Source: an optimization exercise on an open RTL-to-GDS flow (aim: small area, a short achievable clock period and few clock cycles). Production flows keep margins and buffers that such runs may drop.
The RTL was checked by simulation tests, not by an equivalence proof against the original design.
No activity file was given, so power comes from the tool's default toggle rates.

==> inputs of run B <==
==> flow/design.v <==
module sap3_core (
    input  wire         clk,
    input  wire         rst,           
    input  wire         step,          
    output wire [15:0]  imem_addr,     
    input  wire [31:0]  imem_data,     
    input  wire [15:0]  prog_len,      
    input  wire [7:0]   in_value,      
    output wire [8:0]   dmem_addr,     
    input  wire [7:0]   dmem_rdata,    
    output wire         dmem_we,       
    output wire [7:0]   dmem_wdata,
    output wire         ready,         
    output wire         stopped,       
    output wire         halted,
    output wire [3:0]   fault,
    output wire [7:0]   acc,
    output wire [127:0] regs,          
    output wire [8:0]   sp,
    output wire         flag_c,
    output wire         flag_z,
    output wire         out_valid,
    output wire [7:0]   out_data,
    output wire         print_valid,
    output wire [15:0]  print_tmpl
);
    localparam [3:0] F_UNKNOWN = 4'd1, F_STACK_OVF = 4'd7, F_STACK_UNF = 4'd8;
    reg [15:0]  pc;
    reg [8:0]   sp_q;
    reg [7:0]   a_q;
    reg [7:0]   r_q [0:15];
    reg         c_q, z_q;
    reg         halt_q;
    reg [3:0]   fault_q;
    reg         stop_q;        
    wire [31:0] ir  = imem_data;
    wire [5:0]  t   = ir[31:26];
    wire [3:0]  ra  = ir[25:22];
    wire [3:0]  rb  = ir[21:18];
    wire [15:0] v   = ir[15:0];
    wire lo0x = !t[5] && !t[4];           
    wire lo1x = !t[5] &&  t[4];           
    wire [3:0] tl = t[3:0];
    wire is_nop   = lo0x && tl == 4'h0;
    wire is_lda   = lo0x && tl == 4'h1;
    wire is_sta   = lo0x && tl == 4'h2;
    wire is_ldr   = lo0x && tl == 4'h3;
    wire is_str   = lo0x && tl == 4'h4;
    wire is_ldi   = lo0x && tl == 4'h5;
    wire is_ldri  = lo0x && tl == 4'h6;
    wire is_movrr = lo0x && tl == 4'h7;
    wire is_movra = lo0x && tl == 4'h8;
    wire is_movar = lo0x && tl == 4'h9;
    wire is_addr  = lo0x && tl == 4'hA;
    wire is_addm  = lo0x && tl == 4'hB;
    wire is_sub   = lo0x && tl == 4'hC;
    wire is_and   = lo0x && tl == 4'hD;
    wire is_or    = lo0x && tl == 4'hE;
    wire is_xor   = lo0x && tl == 4'hF;
    wire is_not   = lo1x && tl == 4'h0;
    wire is_inc   = lo1x && tl == 4'h1;
    wire is_dec   = lo1x && tl == 4'h2;
    wire is_rol   = lo1x && tl == 4'h3;
    wire is_ror   = lo1x && tl == 4'h4;
    wire is_jmp   = lo1x && tl == 4'h5;
    wire is_jz    = lo1x && tl == 4'h6;
    wire is_jnz   = lo1x && tl == 4'h7;
    wire is_jc    = lo1x && tl == 4'h8;
    wire is_jnc   = lo1x && tl == 4'h9;
    wire is_push  = lo1x && tl == 4'hA;
    wire is_pop   = lo1x && tl == 4'hB;
    wire is_in    = lo1x && tl == 4'hC;
    wire is_outa  = lo1x && tl == 4'hD;
    wire is_outr  = lo1x && tl == 4'hE;
    wire is_hlt   = lo1x && tl == 4'hF;
    wire is_print = (t == 6'h20);
    wire is_fault = (t == 6'h3F);
    wire [6:0] gz = { ir[3:0] == 4'd0, ir[7:4] == 4'd0, !ir[8], ir[15:9] == 7'd0,
                      ir[17:16] == 2'd0, ir[21:18] == 4'd0, ir[25:22] == 4'd0 };
    reg [6:0] req;       
    reg       known;     
    always @(*) begin
        known = 1'b1;
        case (t)
            6'h00, 6'h10, 6'h11, 6'h12, 6'h13, 6'h14,
            6'h1A, 6'h1B, 6'h1C, 6'h1D, 6'h1F:        req = 7'b1111111;
            6'h01, 6'h02, 6'h0B, 6'h0C, 6'h0D, 6'h0E,
            6'h0F:                                    req = 7'b0001111;
            6'h03, 6'h04:                             req = 7'b0001110;
            6'h05:                                    req = 7'b0011111;
            6'h06:                                    req = 7'b0011110;
            6'h07:                                    req = 7'b1111100;
            6'h08, 6'h0A, 6'h1E:                      req = 7'b1111110;
            6'h09:                                    req = 7'b1111101;
            6'h15, 6'h16, 6'h17, 6'h18, 6'h19, 6'h20: req = 7'b0000111;
            6'h3F:                                    req = 7'b0111111;
            default: begin                            req = 7'b0000000; known = 1'b0; end
        endcase
    end
    wire legal = known && ((req & ~gz) == 7'd0);
    wire z25_9  = gz[0] && gz[1] && gz[2] && gz[3];
    wire z21_9  = gz[1] && gz[2] && gz[3];
    wire z21_0  = gz[1] && gz[2] && gz[3] && gz[4] && gz[5] && gz[6];
    wire z25_0  = gz[0] && z21_0;
    wire z25_16 = gz[0] && gz[1] && gz[2];
    wire sp_zero = (sp_q == 9'd0);
    wire sp_full = (sp_q == 9'd511);
    wire exc_ovf = is_push && sp_zero;
    wire exc_unf = is_pop && sp_full;
    wire exc_any = !legal || (is_fault && !gz[6]) || exc_ovf || exc_unf;
    wire [3:0] exc = !legal   ? F_UNKNOWN :
                     is_fault ? ir[3:0] :
                     exc_ovf  ? F_STACK_OVF : F_STACK_UNF;
    wire accept = step && !stop_q;
    wire commit = accept && !exc_any;
    wire [7:0] rval = r_q[ra];
    wire [9:0] spi_c, spd_b;
    wire [8:0] sp_inc, sp_dec;
    assign spi_c[0] = 1'b1;
    assign spd_b[0] = 1'b1;
    genvar g;
    generate
        for (g = 0; g < 9; g = g + 1) begin : spx
            assign sp_inc[g]  = sp_q[g] ^ spi_c[g];
            assign spi_c[g+1] = sp_q[g] & spi_c[g];
            assign sp_dec[g]  = sp_q[g] ^ spd_b[g];
            assign spd_b[g+1] = !sp_q[g] & spd_b[g];
        end
    endgenerate
    wire we_sta  = is_sta && z25_9;
    wire we_str  = is_str && z21_9;
    wire we_push = is_push && z25_0 && !sp_zero;
    assign dmem_we     = accept && (we_sta || we_str || we_push);
    assign out_valid   = accept && ((is_outa && z25_0) || (is_outr && z21_0));
    assign print_valid = accept && is_print && z25_16;
    assign dmem_addr  = t[4] ? (t[0] ? sp_inc : sp_q) : v[8:0];
    wire [7:0] st_data = (t[2] && !t[0]) ? rval : a_q;
    assign dmem_wdata = st_data;
    assign out_data   = st_data;
    assign print_tmpl = v;
    wire [7:0] mem_rdata = dmem_rdata;
    wire sel_rval = (t[3] && !t[2] && !t[0]) || (!t[3] && t[2] && t[1] && t[0]);
    wire sel_imm  = !t[3] && t[2];
    wire sel_in   = t[4] && t[2];
    wire [7:0] opb = sel_rval ? rval :
                     sel_imm  ? v[7:0] :
                     sel_in   ? in_value : mem_rdata;
    wire ar_sub = !t[4] && t[2];             
    wire ar_one = t[4];                      
    wire ar_dec = t[4] && t[1];              
    wire [7:0] add_x  = ar_one ? {8{ar_dec}} : (opb ^ {8{ar_sub}});
    wire       add_ci = ar_sub || (ar_one && !ar_dec);
    wire [9:0] add_w = {1'b0, a_q, 1'b1} + {1'b0, add_x, add_ci};
    wire [7:0] sum   = add_w[8:1];
    wire       cout  = add_w[9];
    reg is_arith_c, is_rot_c;
    reg [3:0] lut;       
    always @(*) begin
        is_arith_c = 1'b0;
        is_rot_c   = 1'b0;
        lut        = 4'b1010;                   
        case (t[4:0])
            5'h0A, 5'h0B, 5'h0C, 5'h11, 5'h12: is_arith_c = 1'b1;
            5'h13, 5'h14:                      is_rot_c   = 1'b1;
            5'h0D: lut = 4'b1000;               
            5'h0E: lut = 4'b1110;               
            5'h0F: lut = 4'b0110;               
            5'h10: lut = 4'b0011;               
            default: ;
        endcase
    end
    wire [7:0] rot = t[0] ? {a_q[6:0], a_q[7]} : {a_q[0], a_q[7:1]};
    reg  [7:0] logic_res;
    integer b;
    always @(*)
        for (b = 0; b < 8; b = b + 1)
            logic_res[b] = lut[{a_q[b], opb[b]}];
    wire [7:0] alu_res = is_arith_c ? sum : is_rot_c ? rot : logic_res;
    wire [7:0] add_p  = a_q ^ add_x;
    wire [7:0] add_k  = {a_q[6:0] | add_x[6:0], add_ci};
    wire       z_add  = (add_p == add_k);
    wire       z_rot  = (a_q == 8'd0);        
    wire       z_log  = (logic_res == 8'd0);
    wire       alu_zero = is_arith_c ? z_add : is_rot_c ? z_rot : z_log;
    wire alu_z = is_addr || is_addm || is_sub || is_and || is_or || is_xor ||
                 is_not || is_inc || is_dec || is_rol || is_ror || is_in;
    wire a_wr  = alu_z || is_lda || is_ldi || is_movra || is_pop;
    wire c_wr  = is_addr || is_addm;
    wire taken = is_jmp || (is_jz && z_q) || (is_jnz && !z_q) ||
                 (is_jc && c_q) || (is_jnc && !c_q);
    wire [16:0] pci_c;
    wire [15:0] pc_inc;
    assign pci_c[0] = 1'b1;
    generate
        for (g = 0; g < 16; g = g + 1) begin : pcx
            assign pc_inc[g]  = pc[g] ^ pci_c[g];
            assign pci_c[g+1] = pc[g] & pci_c[g];
        end
    endgenerate
    wire [15:0] pc_d   = rst ? 16'd0 : (taken ? v : pc_inc);
    wire        pc_en  = rst || (commit && !is_hlt);
    always @(posedge clk)
        if (pc_en) pc <= pc_d;
    wire stop_en = rst || accept;
    wire stop_d  = (!rst && (exc_any || is_hlt)) || (pc_d == prog_len);
    always @(posedge clk)
        if (stop_en) stop_q <= stop_d;
    wire halt_en = rst || (accept && (exc_any || is_hlt));
    always @(posedge clk)
        if (halt_en) halt_q <= !rst;
    wire fault_en = rst || (accept && exc_any);
    always @(posedge clk)
        if (fault_en) fault_q <= rst ? 4'd0 : exc;
    wire       sp_en = rst || (commit && (is_push || is_pop));
    wire [8:0] sp_d  = rst ? 9'd511 : (t[0] ? sp_inc : sp_dec);
    always @(posedge clk)
        if (sp_en) sp_q <= sp_d;
    wire a_en = rst || (commit && a_wr);
    always @(posedge clk)
        if (a_en) a_q <= rst ? 8'd0 : alu_res;
    wire z_en = rst || (commit && alu_z);
    always @(posedge clk)
        if (z_en) z_q <= !rst && alu_zero;
    wire c_en = rst || (commit && c_wr);
    always @(posedge clk)
        if (c_en) c_q <= !rst && cout;
    wire       rf_we   = commit && (is_ldr || is_ldri || is_movrr || is_movar);
    wire       rf_by_a = t[1] && !(t[0] && t[2]);
    wire [3:0] rf_wsel = rf_by_a ? ra : rb;
    wire [7:0] rf_d    = rst ? 8'd0 : (t[3] ? a_q : opb);
    generate
        for (g = 0; g < 16; g = g + 1) begin : rf
            always @(posedge clk)
                if (rst || (rf_we && rf_wsel == g))
                    r_q[g] <= rf_d;
        end
    endgenerate
    assign imem_addr   = pc;
    assign ready       = 1'b1;
    assign stopped     = stop_q;
    assign halted      = halt_q;
    assign fault       = fault_q;
    assign acc         = a_q;
    assign sp          = sp_q;
    assign flag_c      = c_q;
    assign flag_z      = z_q;
    genvar k;
    generate
        for (k = 0; k < 16; k = k + 1) begin : regs_out
            assign regs[8*k +: 8] = r_q[k];
        end
    endgenerate
endmodule
==> flow/flow/run.sh <==
#!/bin/bash
# The standard layout (standard.sh), with these changes:
#  - synthesis maps the logic with ABC's &nf mapper (flow/area.script, through
#    flow/synth_abc.tcl, which otherwise runs synth_recipe.tcl as it is, and
#    leaves out a few slow cells), and without Yosys's adder extraction
#    (ADDER_MAP_FILE empty), so ABC maps the adders too; the registers are
#    the standard synthesis's;
#  - the port buffers that ORFS inserts at global placement are
#    sky130_fd_sc_hd__buf_1 (ORFS otherwise picks the delay cell clkdlybuf4s50_1).
set -euo pipefail
work=$(pwd)
export FLOW_SYNTH_TCL=$work/synth_recipe.tcl
export FLOW_ABC_SCRIPT=$work/flow/area.script
bash standard.sh "SYNTH_SCRIPT=$work/flow/synth_abc.tcl" 'ADDER_MAP_FILE=' \
  'BUFFER_PORTS_ARGS=-buffer_cell sky130_fd_sc_hd__buf_1' finish > standard_flow.log 2>&1
==> flow/flow/area.script <==
&get -n
&st
&dch
&nf
&put
==> flow/flow/synth_abc.tcl <==
# The standard synthesis (synth_recipe.tcl in the work folder, unchanged),
# with one difference in Yosys's abc pass: it runs the ABC script named by
# FLOW_ABC_SCRIPT instead of ORFS's abc_area/abc_speed script, and it leaves
# out the cells whose pull-up is a stack of four transistors (nor4, or4, o41,
# a2111 families) and the and4 / a41 families, which are slow on the paths
# from the record to the ports,
# and a222oi, the one logic cell with no stronger size. Only the combinational
# mapping changes; the registers are the standard synthesis's.
proc abc {args} {
  set i [lsearch -exact $args -script]
  if { $i >= 0 } { lset args [expr {$i + 1}] $::env(FLOW_ABC_SCRIPT) }
  foreach f {nor4 nor4b nor4bb or4 or4b or4bb o41a o41ai a2111o a2111oi and4 and4b and4bb a41o a41oi} {
    foreach s {0 1 2 4} { lappend args -dont_use sky130_fd_sc_hd__${f}_$s }
  }
  lappend args -dont_use sky130_fd_sc_hd__a222oi_1
  yosys abc {*}$args
}
source $::env(FLOW_SYNTH_TCL)
==> flow/standard.sh <==
#!/bin/bash
# synth_recipe.tcl (not shown) runs the flow's synth.tcl, then flattens the netlist and writes it again
# the make line also repeats each setting of config.mk as NAME=value (left out here)
make -C /OpenROAD-flow-scripts/flow DESIGN_CONFIG=/design/flow/config.mk WORK_HOME=/design/flow/orfs CLKGATE_MAP_FILE= SYNTH_SCRIPT=/design/flow/synth_recipe.tcl "${@:-finish}"
==> flow/config.mk <==
export PLATFORM = sky130hd
export DESIGN_NAME = sap3_core
export DESIGN_NICKNAME = sap3_core
export VERILOG_FILES = /design/flow/design.v
export SDC_FILE = /design/flow/constraint.sdc
export NUM_CORES = 4
export LEC_CHECK = 0
export ABC_AREA = 1
export CAP_MARGIN = 20
export CORE_MARGIN = 2
export CORE_UTILIZATION = 40
export SETUP_SLACK_MARGIN = 4.5
export SLEW_MARGIN = 20
==> flow/constraint.sdc <==
create_clock -name core_clock -period 10.0 [get_ports {clk}]
set_input_delay 2.0000 -clock core_clock [delete_from_list [all_inputs] [get_ports {clk}]]
set_output_delay 2.0000 -clock core_clock [all_outputs]
set_load 0.01 [all_outputs]
==> run Z (differences from run B) <==
--- a/flow/design.v
+++ b/flow/design.v
@@ -176,12 +176,6 @@
         for (b = 0; b < 8; b = b + 1)
             logic_res[b] = lut[{a_q[b], opb[b]}];
     wire [7:0] alu_res = is_arith_c ? sum : is_rot_c ? rot : logic_res;
-    wire [7:0] add_p  = a_q ^ add_x;
-    wire [7:0] add_k  = {a_q[6:0] | add_x[6:0], add_ci};
-    wire       z_add  = (add_p == add_k);
-    wire       z_rot  = (a_q == 8'd0);        
-    wire       z_log  = (logic_res == 8'd0);
-    wire       alu_zero = is_arith_c ? z_add : is_rot_c ? z_rot : z_log;
     wire alu_z = is_addr || is_addm || is_sub || is_and || is_or || is_xor ||
                  is_not || is_inc || is_dec || is_rol || is_ror || is_in;
     wire a_wr  = alu_z || is_lda || is_ldi || is_movra || is_pop;
@@ -220,7 +214,7 @@
         if (a_en) a_q <= rst ? 8'd0 : alu_res;
     wire z_en = rst || (commit && alu_z);
     always @(posedge clk)
-        if (z_en) z_q <= !rst && alu_zero;
+        if (z_en) z_q <= !rst && (alu_res == 8'd0);
     wire c_en = rst || (commit && c_wr);
     always @(posedge clk)
         if (c_en) c_q <= !rst && cout;
==> flow/flow/run.sh (replaced) <==
#!/bin/bash
# The standard layout, with the port buffers that ORFS inserts at global
# placement made sky130_fd_sc_hd__buf_1 (ORFS otherwise picks a delay buffer,
# clkdlybuf4s50_1). Every other step is the standard one.
set -euo pipefail
bash standard.sh 'BUFFER_PORTS_ARGS=-buffer_cell sky130_fd_sc_hd__buf_1' finish > standard_flow.log 2>&1
removed: flow/flow/area.script
removed: flow/flow/synth_abc.tcl
==> run A (differences from run B) <==
--- a/flow/design.v
+++ b/flow/design.v
@@ -176,12 +176,6 @@
         for (b = 0; b < 8; b = b + 1)
             logic_res[b] = lut[{a_q[b], opb[b]}];
     wire [7:0] alu_res = is_arith_c ? sum : is_rot_c ? rot : logic_res;
-    wire [7:0] add_p  = a_q ^ add_x;
-    wire [7:0] add_k  = {a_q[6:0] | add_x[6:0], add_ci};
-    wire       z_add  = (add_p == add_k);
-    wire       z_rot  = (a_q == 8'd0);        
-    wire       z_log  = (logic_res == 8'd0);
-    wire       alu_zero = is_arith_c ? z_add : is_rot_c ? z_rot : z_log;
     wire alu_z = is_addr || is_addm || is_sub || is_and || is_or || is_xor ||
                  is_not || is_inc || is_dec || is_rol || is_ror || is_in;
     wire a_wr  = alu_z || is_lda || is_ldi || is_movra || is_pop;
@@ -220,7 +214,7 @@
         if (a_en) a_q <= rst ? 8'd0 : alu_res;
     wire z_en = rst || (commit && alu_z);
     always @(posedge clk)
-        if (z_en) z_q <= !rst && alu_zero;
+        if (z_en) z_q <= !rst && (alu_res == 8'd0);
     wire c_en = rst || (commit && c_wr);
     always @(posedge clk)
         if (c_en) c_q <= !rst && cout;
==> flow/flow/run.sh (replaced) <==
#!/bin/bash
# The standard layout, with the port buffers that ORFS inserts at global
# placement made sky130_fd_sc_hd__buf_1 (ORFS otherwise picks a delay buffer,
# clkdlybuf4s50_1). Every other step is the standard one.
set -euo pipefail
bash standard.sh 'BUFFER_PORTS_ARGS=-buffer_cell sky130_fd_sc_hd__buf_1' finish > standard_flow.log 2>&1
Settings changed: CTS_BUF_LIST set to sky130_fd_sc_hd__clkbuf_8.
removed: flow/flow/area.script
removed: flow/flow/synth_abc.tcl
==> notes <==
- Run B finished clean. Run A passed the timing, design-rule and antenna checks. Run Z produced a clean layout.
- Wire length, highest first: run Z, run A, run B.
- Against run Z, the sequential power of run B is larger by about 1%.
- Between run Z and run B, the lower register-to-register slack is in run Z (gap 410 ps).
- Of run A and run B, run B has the higher non-clock buffer count (gap 7).
- Clock skew: run A > run Z > run B.
- Between run Z and run B, the lower critical path depth is in run B (gap 4).
- In combinational power, run A and run Z hardly differ.
Testbench counts of run B, summed over its fixed seeds: cycles 120,658.
Testbench counts of run Z, summed over its fixed seeds: cycles 120,658.
Testbench counts of run A, summed over its fixed seeds: cycles 120,658.

-- afterwards: timing with drivers on the ports --
How much do the figures lean on ideal ports? The routed layouts below were timed once more, with nothing changed but the port constraints.
Step 1 (the two cells are an assumption about what drives the block):
set clk [get_ports {clk}]
set_driving_cell -lib_cell sky130_fd_sc_hd__clkbuf_16 $clk
set_driving_cell -lib_cell sky130_fd_sc_hd__buf_2 [delete_from_list [all_inputs] $clk]
Step 2 moves the port delays by t, midway between the first and last clock arrival at a register: inputs arrive t later, outputs are due t later. That takes back most of the time a late clock gives input paths.
Three values: no drivers, after step 1, after step 2; two values: the first two.
run	t (ns)	setup slack, ns	clock arrival spread, ns	worst slew at a driven data input, ns	cell pins on the clock port's net
run B	0.484	4.485 / 4.319 / 4.235	0.017 / 0.018	0.22	1
run Z	0.480	4.536 / 4.486 / 4.383	0.021 / 0.021	0.07	1
run A	0.512	4.536 / 4.489 / 4.236	0.023 / 0.023	0.07	1
After both steps setup and hold are still met in every run listed. For run A, which loses most, drivers alone change the setup slack by -0.047 ns; drivers and shift together by -0.300 ns.
